Background: an optimization exercise with open tools, aiming at small area, a short achievable clock period and few clock cycles. Do not read the settings as production practice.
In this exercise RTL edits were held to simulation tests only and were not proved equivalent to the original.

==> inputs of job 2708 <==
Design agb_env, start of the top module:
module agb_env (
    input  wire        clk,
    input  wire        rst,
    input  wire        cmd_valid,
    output wire        cmd_ready,
    input  wire [3:0]  cmd_op,
    input  wire [4:0]  cmd_slot,
    input  wire [15:0] cmd_imm,
    input  wire [31:0] cmd_w1,
    input  wire [31:0] cmd_w2,
    input  wire [31:0] cmd_w3,
    input  wire [31:0] cmd_w4,
    output reg         rec_valid,
    output reg  [4:0]  rec_slot,
    output reg  [2:0]  rec_state,
    output reg  [7:0]  rec_level,
    output wire [23:0] rec_gain_l,
    output wire [23:0] rec_gain_r,
    output reg         rsp_valid,
    output reg  [2:0]  rsp_err
);
Settings: LEC_CHECK=0, CAP_MARGIN=20, CELL_PAD_IN_SITES_DETAIL_PLACEMENT=1, CELL_PAD_IN_SITES_GLOBAL_PLACEMENT=2, CORE_MARGIN=2, CORE_UTILIZATION=40, SLEW_MARGIN=20; clock period 28.0 ns.
run.sh (not shown) runs the stock make flow with config.mk's settings and CLKGATE_MAP_FILE= SYNTH_SCRIPT=/design/flow/synth_recipe.tcl, a recipe that flattens the netlist after the stock synthesis.
==> job 3079 (differences from job 2708) <==
--- a/flow/design.v
+++ b/flow/design.v
@@ -21,14 +21,15 @@
     input  wire [7:0]  rel,
     input  wire [15:0] ms,          
     input  wire [15:0] mc,          
     input  wire [7:0]  evol,
     input  wire [7:0]  elen,
     input  wire [3:0]  echo_lvl,    
     input  wire [3:0]  peak,        
+    input  wire [3:0]  peak_e,      
     input  wire        sus_bug,
     output reg  [2:0]  st_o,        
     output reg  [7:0]  level_o,
     output reg  [7:0]  from_o,
     output reg  [1:0]  istep_o,
     output reg  [2:0]  cnt_o,
     output reg  [2:0]  scnt_o,
@@ -39,17 +40,22 @@
                S_REL  = 3'd4, S_ECHO = 3'd5, S_DIE = 3'd6, S_DEAD = 3'd7;
     wire       is_init = (st == S_INIT);
     wire       no_step = (st == S_DIE) || (st == S_DEAD);
     wire       frame   = !is_init && !no_step && (istep == 2'd3);
     wire       rel_tr  = stop && (st == S_ATK || st == S_DEC || st == S_SUS);
     wire [2:0] s       = rel_tr ? ((!is_pcm && rel == 8'd0) ? S_DIE : S_REL) : st;
     wire [3:0] lv      = level[3:0];
-    wire [8:0]  sus_prod  = peak * sus[3:0] + 9'd15;
-    wire [3:0]  sus_tgt   = sus_prod[7:4];
-    wire [12:0] echo_prod = evol * peak + 13'd255;
+    reg  [3:0]  sus_tgt;
+    integer     k;
+    always @* begin
+        sus_tgt = 4'd0;
+        for (k = 0; k < 256; k = k + 1)
+            if ({peak, sus[3:0]} == k) sus_tgt = ((k / 16) * (k % 16) + 15) / 16;
+    end
+    wire [12:0] echo_prod = evol * peak_e + 13'd255;
     wire [3:0]  echo_tgt  = echo_prod[11:8];
     wire [15:0] mul_prod = ms + mc;
     wire [7:0]  n        = mul_prod[15:8];
     wire        p_rel    = (s == S_REL);
     wire        echo_die = (evol == 8'd0) || (elen == 8'd0);
     wire [7:0]  thr      = p_rel ? evol : sus;
     wire        cond     = (n <= thr);
@@ -60,20 +66,20 @@
     wire [8:0]  atk_sum  = {1'b0, level} + {1'b0, att};
     wire        atk_full = (atk_sum >= 9'd255);
     wire [2:0]  c        = rel_tr ? 3'd0 : cnt;
     wire [2:0]  c1       = c + 3'd1;
     wire [7:0]  lim      = (s == S_ATK) ? att : (s == S_DEC) ? dec : rel;
     wire        rate     = ({5'd0, c1} >= lim);
     wire [3:0]  a_lv     = (lv < peak) ? lv + 4'd1 : lv;
-    wire        a_full   = (a_lv >= peak);
+    wire        a_full   = ({1'b0, lv} + 5'd1 >= {1'b0, peak});      
     wire        a_sus    = a_full && (dec == 8'd0);
     wire [3:0]  d_lv     = (lv > sus_tgt) ? lv - 4'd1 : lv;
-    wire        d_sus    = (d_lv <= sus_tgt);
+    wire        d_sus    = ({1'b0, lv} <= {1'b0, sus_tgt} + 5'd1);   
     wire [3:0]  r_lv     = (lv != 4'd0) ? lv - 4'd1 : 4'd0;
-    wire        r_end    = (r_lv <= echo_lvl);
+    wire        r_end    = ({1'b0, lv} <= {1'b0, echo_lvl} + 5'd1);  
     wire        r_die    = (echo_lvl == 4'd0) || (elen == 8'd0);
     wire [2:0]  sc1      = scnt + 3'd1;
     wire        s_set    = !sus_bug || (sc1 == 3'd7);
     always @* begin
         st_o       = st;
         level_o    = level;
         from_o     = from_level;
@@ -280,53 +286,52 @@
                S_REL  = 3'd4, S_ECHO = 3'd5, S_DIE = 3'd6, S_DEAD = 3'd7;
     integer i;
     reg        rdy;
     reg        q_v, hold;
     reg [3:0]  q_op;
     reg [4:0]  q_slot;
     reg [15:0] q_imm;
-    reg [23:0] q_w1;
+    reg [16:0] q_w1;         
     reg [31:0] q_w2, q_w3;
     reg [15:0] q_w4;
     reg        q_is_tick;
     assign cmd_ready = rdy;
     always @(posedge clk) begin
         if (!hold) begin
             q_op      <= cmd_op;
             q_slot    <= cmd_slot;
             q_imm     <= cmd_imm;
-            q_w1      <= cmd_w1[23:0];
+            q_w1      <= {cmd_w1[23:8], cmd_w1[7]};
             q_w2      <= cmd_w2;
             q_w3      <= cmd_w3;
             q_w4      <= cmd_w4[15:0];
             q_is_tick <= (cmd_op == OP_TICK);
         end
     end
     reg [3:0] cfg_master;
     reg       cfg_poly, cfg_quant, cfg_accvol, cfg_susbug;
     reg [N-1:0] live;
     reg [N-1:0] stop;
-    reg [2:0]  typ    [0:N-1];
+    reg [N-1:0] pcm;              
     reg [2:0]  st     [0:N-1];
     reg [7:0]  level  [0:N-1];
     reg [7:0]  fromlv [0:N-1];
     reg [1:0]  istep  [0:N-1];
     reg [7:0]  att    [0:N-1];    
     reg [7:0]  dec    [0:N-1];    
     reg [7:0]  sus    [0:N-1];    
-    reg [7:0]  rel    [0:N-1];
+    reg [7:0]  rel    [0:N-1];    
     reg [7:0]  evol   [0:N-1];
     reg [7:0]  elen   [0:N-1];
     reg [15:0] length [0:N-1];
     reg [6:0]  vel    [0:N-1];
     reg [7:0]  rpan   [0:N-1];
     reg [7:0]  rvol   [0:N-1];
     reg [7:0]  lvol   [0:N-1];
     reg         busy;        
-    reg [N-1:0] pend;        
     reg         fast_ok;     
     function [N-1:0] lowbit(input [N-1:0] v);
         lowbit = v & (~v + 1'b1);
     endfunction
     wire exec      = q_v && !busy && !hold;
     wire q_tick    = exec && q_is_tick;
     wire tick_fast = q_tick && fast_ok;
@@ -335,41 +340,42 @@
     wire do_cmd    = exec && !q_is_tick;
     reg [N-1:0] sel;
     reg [N-1:0] cmd_dec;
     always @* begin
         for (i = 0; i < N; i = i + 1)
             cmd_dec[i] = (cmd_slot == i);
     end
-    wire [N-1:0] pend_eff = busy ? pend : (live & ~sel);
+    wire [N-1:0] pend_eff = live & ~(sel | (sel - 1'b1));
     wire [N-1:0] nxt      = lowbit(pend_eff);
     wire [N-1:0] pend_n   = pend_eff & ~nxt;
     wire         last     = (pend_eff == {N{1'b0}});
     wire [N-1:0] lo_live  = lowbit(live);
     wire [N-1:0] slow_pend = live & ~lo_live;
     reg [4:0] sel_bin;
     always @* begin
         sel_bin = 5'd0;
         for (i = 0; i < N; i = i + 1)
             if (sel[i]) sel_bin = sel_bin | i[4:0];
     end
     reg        r_live, r_stop;
-    reg [2:0]  r_typ, r_st;
+    reg        r_pcm;
+    reg [2:0]  r_st;
     reg [7:0]  r_level, r_from, r_att, r_dec, r_sus, r_rel, r_evol, r_elen, r_rpan, r_rvol, r_lvol;
     reg [1:0]  r_istep;
     reg [15:0] r_length;
     reg [6:0]  r_vel;
     always @* begin
-        r_live = 0; r_stop = 0; r_typ = 0; r_st = 0;
+        r_live = 0; r_stop = 0; r_pcm = 0; r_st = 0;
         r_level = 0; r_from = 0; r_att = 0; r_dec = 0; r_sus = 0; r_rel = 0;
         r_evol = 0; r_elen = 0; r_rpan = 0; r_rvol = 0; r_lvol = 0; r_istep = 0;
         r_length = 0; r_vel = 0;
         for (i = 0; i < N; i = i + 1) begin
             r_live   = r_live   | (sel[i] & live[i]);
             r_stop   = r_stop   | (sel[i] & stop[i]);
-            r_typ    = r_typ    | ({3{sel[i]}}  & typ[i]);
+            r_pcm    = r_pcm    | (sel[i] & pcm[i]);
             r_st     = r_st     | ({3{sel[i]}}  & st[i]);
             r_level  = r_level  | ({8{sel[i]}}  & level[i]);
             r_from   = r_from   | ({8{sel[i]}}  & fromlv[i]);
             r_att    = r_att    | ({8{sel[i]}}  & att[i]);
             r_dec    = r_dec    | ({8{sel[i]}}  & dec[i]);
             r_sus    = r_sus    | ({8{sel[i]}}  & sus[i]);
             r_rel    = r_rel    | ({8{sel[i]}}  & rel[i]);
@@ -381,23 +387,23 @@
             r_istep  = r_istep  | ({2{sel[i]}}  & istep[i]);
             r_length = r_length | ({16{sel[i]}} & length[i]);
             r_vel    = r_vel    | ({7{sel[i]}}  & vel[i]);
         end
     end
     wire [2:0] ntype   = q_imm[2:0];
     wire       is_cgb  = (ntype != 3'd0);
-    wire [7:0] key_f   = q_w1[7:0];
-    wire [7:0] vel_f   = q_w1[15:8];
-    wire [7:0] rpan_f  = q_w1[23:16];
+    wire       key_hi  = q_w1[0];
+    wire [7:0] vel_f   = q_w1[8:1];
+    wire [7:0] rpan_f  = q_w1[16:9];
     wire [15:0] len_f  = q_w2[15:0];
     wire [7:0] a_f     = q_w3[7:0];
     wire [7:0] d_f     = q_w3[15:8];
     wire [7:0] s_f     = q_w3[23:16];
     wire [7:0] r_f     = q_w3[31:24];
-    wire bad_note = key_f[7] || vel_f[7] || (len_f[15] && len_f != 16'hFFFF);
+    wire bad_note = key_hi || vel_f[7] || (len_f[15] && len_f != 16'hFFFF);
     wire is_start = (q_op == OP_START);
     reg [2:0] err;
     always @* begin
         err = E_OK;
         case (q_op)
             OP_NOP, OP_TICK, OP_CFG: err = E_OK;
             OP_START: begin
@@ -440,52 +446,59 @@
         for (i = 0; i < N; i = i + 1) begin
             if (v_we && v_slot == i) begin
                 rvol[i] <= v_rvol;
                 lvol[i] <= v_lvol;
             end
         end
     end
-    reg        x_step, x_real, x_last, x_rsp;
-    reg [N-1:0] x_sel;
+    wire [7:0] st_att = is_cgb ? clamp_cgb(a_f, 8'd7)  : a_f;
+    wire [7:0] st_dec = is_cgb ? clamp_cgb(d_f, 8'd7)  : d_f;
+    wire [7:0] st_sus = is_cgb ? clamp_cgb(s_f, 8'd15) : s_f;
+    reg        x_step, x_real, x_last, x_rsp, x_start;
+    reg [N-1:0] x_sel;       
     reg [2:0]  x_err;
     reg [4:0]  x_slot;
+    always @* begin
+        for (i = 0; i < N; i = i + 1)
+            x_sel[i] = (x_slot == i);
+    end
     reg        x_stop, x_pcm, x_wave;
     reg [2:0]  x_st, x_cnt, x_scnt;
-    reg [3:0]  x_echolv, x_peak;
+    reg [3:0]  x_echolv, x_peak, x_peake;
     reg [7:0]  x_level, x_from, x_att, x_dec, x_sus, x_rel, x_evol, x_elen, x_rvol, x_lvol;
     reg [15:0] x_ms, x_mc;
     reg [1:0]  x_istep;
-    wire       r_pcm   = (r_typ == 3'd0);
     wire [8:0] r_vsum  = {1'b0, r_rvol} + {1'b0, r_lvol};
+    wire [3:0] r_peak  = (r_vsum[8:4] > 5'd15) ? 4'd15 : r_vsum[7:4];
     wire       r_torel = (r_st == S_REL) || (r_stop && (r_st == S_ATK || r_st == S_DEC || r_st == S_SUS));
     wire [7:0]  r_mop = r_torel ? r_rel : r_dec;
     wire [7:0]  r_mlv = r_pcm ? r_level : 8'd0;
     wire [15:0] m_s, m_c;
     agb_env_csa8 u_csa (.a (r_mlv), .b (r_mop), .s (m_s), .c (m_c));
     always @(posedge clk) begin
         x_pcm    <= r_pcm;
-        x_wave   <= (r_typ == 3'd3);
-        x_att    <= r_pcm ? r_att : {5'd0, r_att[2:0]};
-        x_dec    <= r_pcm ? r_dec : {5'd0, r_dec[2:0]};
-        x_sus    <= r_pcm ? r_sus : {4'd0, r_sus[3:0]};
+        x_wave   <= !r_pcm && r_rel[4:3] == 2'd2;
+        x_att    <= start_ok ? st_att : r_pcm ? r_att : {5'd0, r_att[2:0]};
+        x_dec    <= start_ok ? st_dec : r_pcm ? r_dec : {5'd0, r_dec[2:0]};
+        x_sus    <= start_ok ? st_sus : r_pcm ? r_sus : {4'd0, r_sus[3:0]};
         x_cnt    <= r_att[5:3];
         x_scnt   <= r_dec[5:3];
         x_echolv <= r_sus[7:4];
-        x_peak   <= (r_vsum[8:4] > 5'd15) ? 4'd15 : r_vsum[7:4];
+        x_peak   <= r_peak;
+        x_peake  <= r_pcm ? 4'd0 : r_peak;     
         x_ms     <= m_s;
         x_mc     <= m_c;
         x_slot  <= sel_bin;
-        x_sel   <= sel;
         x_stop  <= r_stop;
         x_st    <= r_st;
         x_level <= r_level;
         x_from  <= r_from;
-        x_rel   <= r_rel;
+        x_rel   <= r_pcm ? r_rel : {5'd0, r_rel[2:0]};
         x_evol  <= r_evol;
-        x_elen  <= r_elen;
+        x_elen  <= start_ok ? q_w2[31:24] : r_elen;
         x_rvol  <= r_rvol;
         x_lvol  <= r_lvol;
         x_istep <= r_istep;
         x_real  <= r_live;
         x_last  <= last;
         x_err   <= err;
     end
@@ -493,82 +506,86 @@
     wire [7:0]  n_level, n_from, n_elen;
     wire [1:0]  n_istep;
     wire [3:0]  n_echolv;
     agb_env_step u_step (
         .is_pcm (x_pcm), .stop (x_stop), .st (x_st), .level (x_level),
         .from_level (x_from), .istep (x_istep), .cnt (x_cnt), .scnt (x_scnt),
         .att (x_att), .dec (x_dec), .sus (x_sus), .rel (x_rel), .ms (x_ms), .mc (x_mc),
-        .evol (x_evol), .elen (x_elen), .echo_lvl (x_echolv), .peak (x_peak),
+        .evol (x_evol), .elen (x_elen), .echo_lvl (x_echolv), .peak (x_peak), .peak_e (x_peake),
         .sus_bug (cfg_susbug),
         .st_o (n_st), .level_o (n_level), .from_o (n_from), .istep_o (n_istep),
         .cnt_o (n_cnt), .scnt_o (n_scnt), .elen_o (n_elen), .echo_lvl_o (n_echolv)
     );
     wire x_we  = x_step && x_real;
     wire dying = (n_st == S_DIE) || (n_st == S_DEAD);
     wire [7:0] n_att = x_pcm ? x_att : {2'd0, n_cnt, x_att[2:0]};
     wire [7:0] n_dec = x_pcm ? x_dec : {2'd0, n_scnt, x_dec[2:0]};
     wire [7:0] n_sus = x_pcm ? x_sus : {n_echolv, x_sus[3:0]};
     wire        steal_on   = start_ok && is_cgb && !cfg_poly;
     wire        tn_ok      = cmd_ok && (q_op == OP_TICKNOTE) && (r_length != 16'hFFFF);
     wire        we_cmd_stop = start_ok || (cmd_ok && (q_op == OP_REL || q_op == OP_RELFAST))
                               || (tn_ok && r_length <= 16'd1);
-    wire        relfast_st = cmd_ok && (q_op == OP_RELFAST) && r_st != S_DIE && r_st != S_DEAD;
+    wire        x_new_hit  = x_start && (x_sel & sel) != {N{1'b0}};
+    wire        relfast_st = cmd_ok && (q_op == OP_RELFAST) && (x_new_hit || (r_st != S_DIE && r_st != S_DEAD));
     wire        we_len     = start_ok || (tn_ok && r_length != 16'd0);
+    wire [7:0]  rel_c = clamp_cgb(r_f, 8'd7);
     reg  [N-1:0] steal;
     always @* begin
         for (i = 0; i < N; i = i + 1)
-            steal[i] = steal_on && live[i] && typ[i] == ntype && st[i] != S_DIE && st[i] != S_DEAD;
+            steal[i] = steal_on && live[i] && !pcm[i] && rel[i][4:3] == ntype[1:0] - 2'd1
+                       && ((x_start && x_sel[i]) || (st[i] != S_DIE && st[i] != S_DEAD));
     end
-    wire [2:0]  wd_st    = x_we ? n_st    : S_INIT;
-    wire [7:0]  wd_level = x_we ? n_level : 8'd0;
-    wire [7:0]  wd_from  = x_we ? n_from  : 8'd0;
-    wire [1:0]  wd_istep = x_we ? n_istep : 2'd0;
-    wire [7:0]  wd_att   = x_we ? n_att   : (is_cgb ? clamp_cgb(a_f, 8'd7)  : a_f);
-    wire [7:0]  wd_dec   = x_we ? n_dec   : (is_cgb ? clamp_cgb(d_f, 8'd7)  : d_f);
-    wire [7:0]  wd_sus   = x_we ? n_sus   : (is_cgb ? clamp_cgb(s_f, 8'd15) : s_f);
-    wire [7:0]  wd_elen  = x_we ? n_elen  : q_w2[31:24];
+    wire        x_wr     = x_we || x_start;
+    wire [2:0]  wd_st    = x_start ? S_INIT : n_st;
+    wire [7:0]  wd_level = x_start ? 8'd0   : n_level;
+    wire [7:0]  wd_from  = x_start ? 8'd0   : n_from;
+    wire [1:0]  wd_istep = x_start ? 2'd0   : n_istep;
+    wire [7:0]  wd_att   = x_start ? x_att  : n_att;
+    wire [7:0]  wd_dec   = x_start ? x_dec  : n_dec;
+    wire [7:0]  wd_sus   = x_start ? x_sus  : n_sus;
+    wire [7:0]  wd_elen  = x_start ? x_elen : n_elen;
     wire [15:0] wd_len   = start_ok ? len_f : r_length - 16'd1;
     wire acc       = cmd_valid && rdy;
     wire pre_h     = rdy && stepping && last;
     wire hold_n    = cmd_valid && pre_h && (cmd_op != OP_TICK)
-                     && (cmd_slot == sel_bin || cmd_op == OP_START);
+                     && (cmd_slot == sel_bin);
     wire qtick_n   = acc && (cmd_op == OP_TICK);
     wire cont2     = stepping ? (pend_n != {N{1'b0}}) : tick_slow ? (slow_pend != {N{1'b0}}) : 1'b0;
     always @(posedge clk) begin
         if (rst) begin
             rdy        <= 1'b1;
             q_v        <= 1'b0;
             hold       <= 1'b0;
             busy       <= 1'b0;
             fast_ok    <= 1'b0;
             x_step     <= 1'b0;
             x_rsp      <= 1'b0;
+            x_start    <= 1'b0;
             live       <= {N{1'b0}};
             cfg_master <= 4'd15;
             cfg_poly   <= 1'b0;
             cfg_quant  <= 1'b1;
             cfg_accvol <= 1'b1;
             cfg_susbug <= 1'b1;
         end else begin
             q_v    <= acc || hold;
             hold   <= hold_n;
             rdy    <= !hold_n && !qtick_n && !cont2;
             fast_ok <= (live != {N{1'b0}})
                        && !(vol_now && (sel & (lo_live | (lo_live - 1'b1))) != {N{1'b0}})
                        && !(stepping && (sel & lo_live) != {N{1'b0}});
             x_step <= stepping;
+            x_start <= start_ok;
             sel    <= (acc && cmd_op != OP_TICK) ? cmd_dec :
                       hold ? sel : (stepping && !last) ? nxt : lo_live;
             x_rsp  <= do_cmd || (tick_slow && live == {N{1'b0}});
             if (stepping) begin
                 busy <= !last;
-                pend <= pend_n;
             end else if (tick_slow) begin
                 busy <= (live != {N{1'b0}});
-                pend <= slow_pend;
             end
             if (cmd_ok && q_op == OP_CFG) begin
                 cfg_master <= q_imm[3:0];
                 cfg_poly   <= q_imm[4];
                 cfg_quant  <= q_imm[5];
                 cfg_accvol <= q_imm[6];
                 cfg_susbug <= q_imm[7];
@@ -579,30 +596,30 @@
                 if (steal[i] || (we_cmd_stop && sel[i]))
                     stop[i] <= steal[i] || !start_ok;
             end
         end
     end
     always @(posedge clk) begin
         for (i = 0; i < N; i = i + 1) begin
-            if ((x_we && x_sel[i]) || (start_ok && sel[i])) begin
+            if (x_wr && x_sel[i]) begin
                 level[i]  <= wd_level;
                 fromlv[i] <= wd_from;
                 istep[i]  <= wd_istep;
                 att[i]    <= wd_att;
                 dec[i]    <= wd_dec;
                 sus[i]    <= wd_sus;
                 elen[i]   <= wd_elen;
             end
             if (steal[i] || (relfast_st && sel[i]))
                 st[i] <= S_DIE;
-            else if ((x_we && x_sel[i]) || (start_ok && sel[i]))
+            else if (x_wr && x_sel[i])
                 st[i] <= wd_st;
             if (start_ok && sel[i]) begin
-                typ[i]  <= ntype;
-                rel[i]  <= is_cgb ? clamp_cgb(r_f, 8'd7) : r_f;
+                pcm[i]  <= !is_cgb;
+                rel[i]  <= is_cgb ? {3'd0, ntype[1:0] - 2'd1, rel_c[2:0]} : r_f;
                 evol[i] <= q_w2[23:16];
                 vel[i]  <= vel_f[6:0];
                 rpan[i] <= rpan_f;
             end
             if (we_len && sel[i])
                 length[i] <= wd_len;
         end
CELL_PAD_IN_SITES_DETAIL_PLACEMENT = unset   (was 1)
CELL_PAD_IN_SITES_GLOBAL_PLACEMENT = unset   (was 2)
CORE_UTILIZATION = 50   (was 40)
CTS_CLUSTER_DIAMETER = 60   (was unset)
CTS_CLUSTER_SIZE = 20   (was unset)
==> flow_metrics.env <==
export IMPL_antenna_found_initial=55
export IMPL_num_antenna_cells=18
export IMPL_signal_buffers=633
export IMPL_cts_sinks=4480
export IMPL_timing_critical_path_from="x_peak[2]"
export IMPL_combPwrFrac_pct=46.1
export IMPL_fp_dieArea_um2=483000
export IMPL_met1_usage_pct=43.4
export IMPL_status="timing/DRC/antenna clean"
export IMPL_use_met3_pct=4.26
export IMPL_worstRegToRegCells=26
export IMPL_max_freq_mhz=126
export IMPL_synthCells=13100
export IMPL_via_count=128000
export IMPL_synthMuxAreaShare_pct=0.522
export IMPL_buf_share_pct=2.59
export IMPL_syn_area_per_cell_um2=14.5
export IMPL_critical_path_max_fanout=32
[end of results for job 2708]
==> flow_metrics.env <==
export IMPL_status="timing/DRC/antenna clean"
export IMPL_cts_sinks=4358
export IMPL_syn_area_per_cell_um2=14.2
export IMPL_synthCells=13200
export IMPL_worstRegToRegCells=18
export IMPL_via_count=128000
export IMPL_synthMuxAreaShare_pct=0.156
export IMPL_met1_usage_pct=49.1
export IMPL_buf_share_pct=2.59
export IMPL_timing_critical_path_from="rec_slot[0]"
export IMPL_combPwrFrac_pct=47.8
export IMPL_fp_dieArea_um2=381000
export IMPL_use_met3_pct=7.31
export IMPL_critical_path_max_fanout=1
export IMPL_antenna_found_initial=35
[end of results for job 3079]
Testbench counts of job 2708, summed over its fixed seeds: cycles 33,977.
Testbench counts of job 3079, summed over its fixed seeds: cycles 33,457.

port drivers added, routing unchanged:
Ports are ideal in the flow. The routed layouts listed here were re-timed in OpenROAD. Step 1, drivers: a clkbuf_16 drives clk and a buf_2 each remaining input, both assumed. Step 2 adds t to the input delays and takes it off the output delays; t is the mean of the earliest and latest rising clock arrival at the registers after step 1. Input paths then give back, and output paths get back, about the clock's delay inside the block. Slacks: no drivers / after step 1 / after step 2; pairs: no drivers / after step 1.
run	t (ns)	slack for setup (ns)	worst setup path at the end
job 2708	1.147	20.055 / 20.055 / 19.476	input to register
job 3079	1.078	20.371 / 20.262 / 19.642	input to register
After both steps every run listed still meets setup and hold. For job 3079, which loses most, drivers alone change the setup slack by -0.109 ns; drivers and shift together by -0.729 ns.
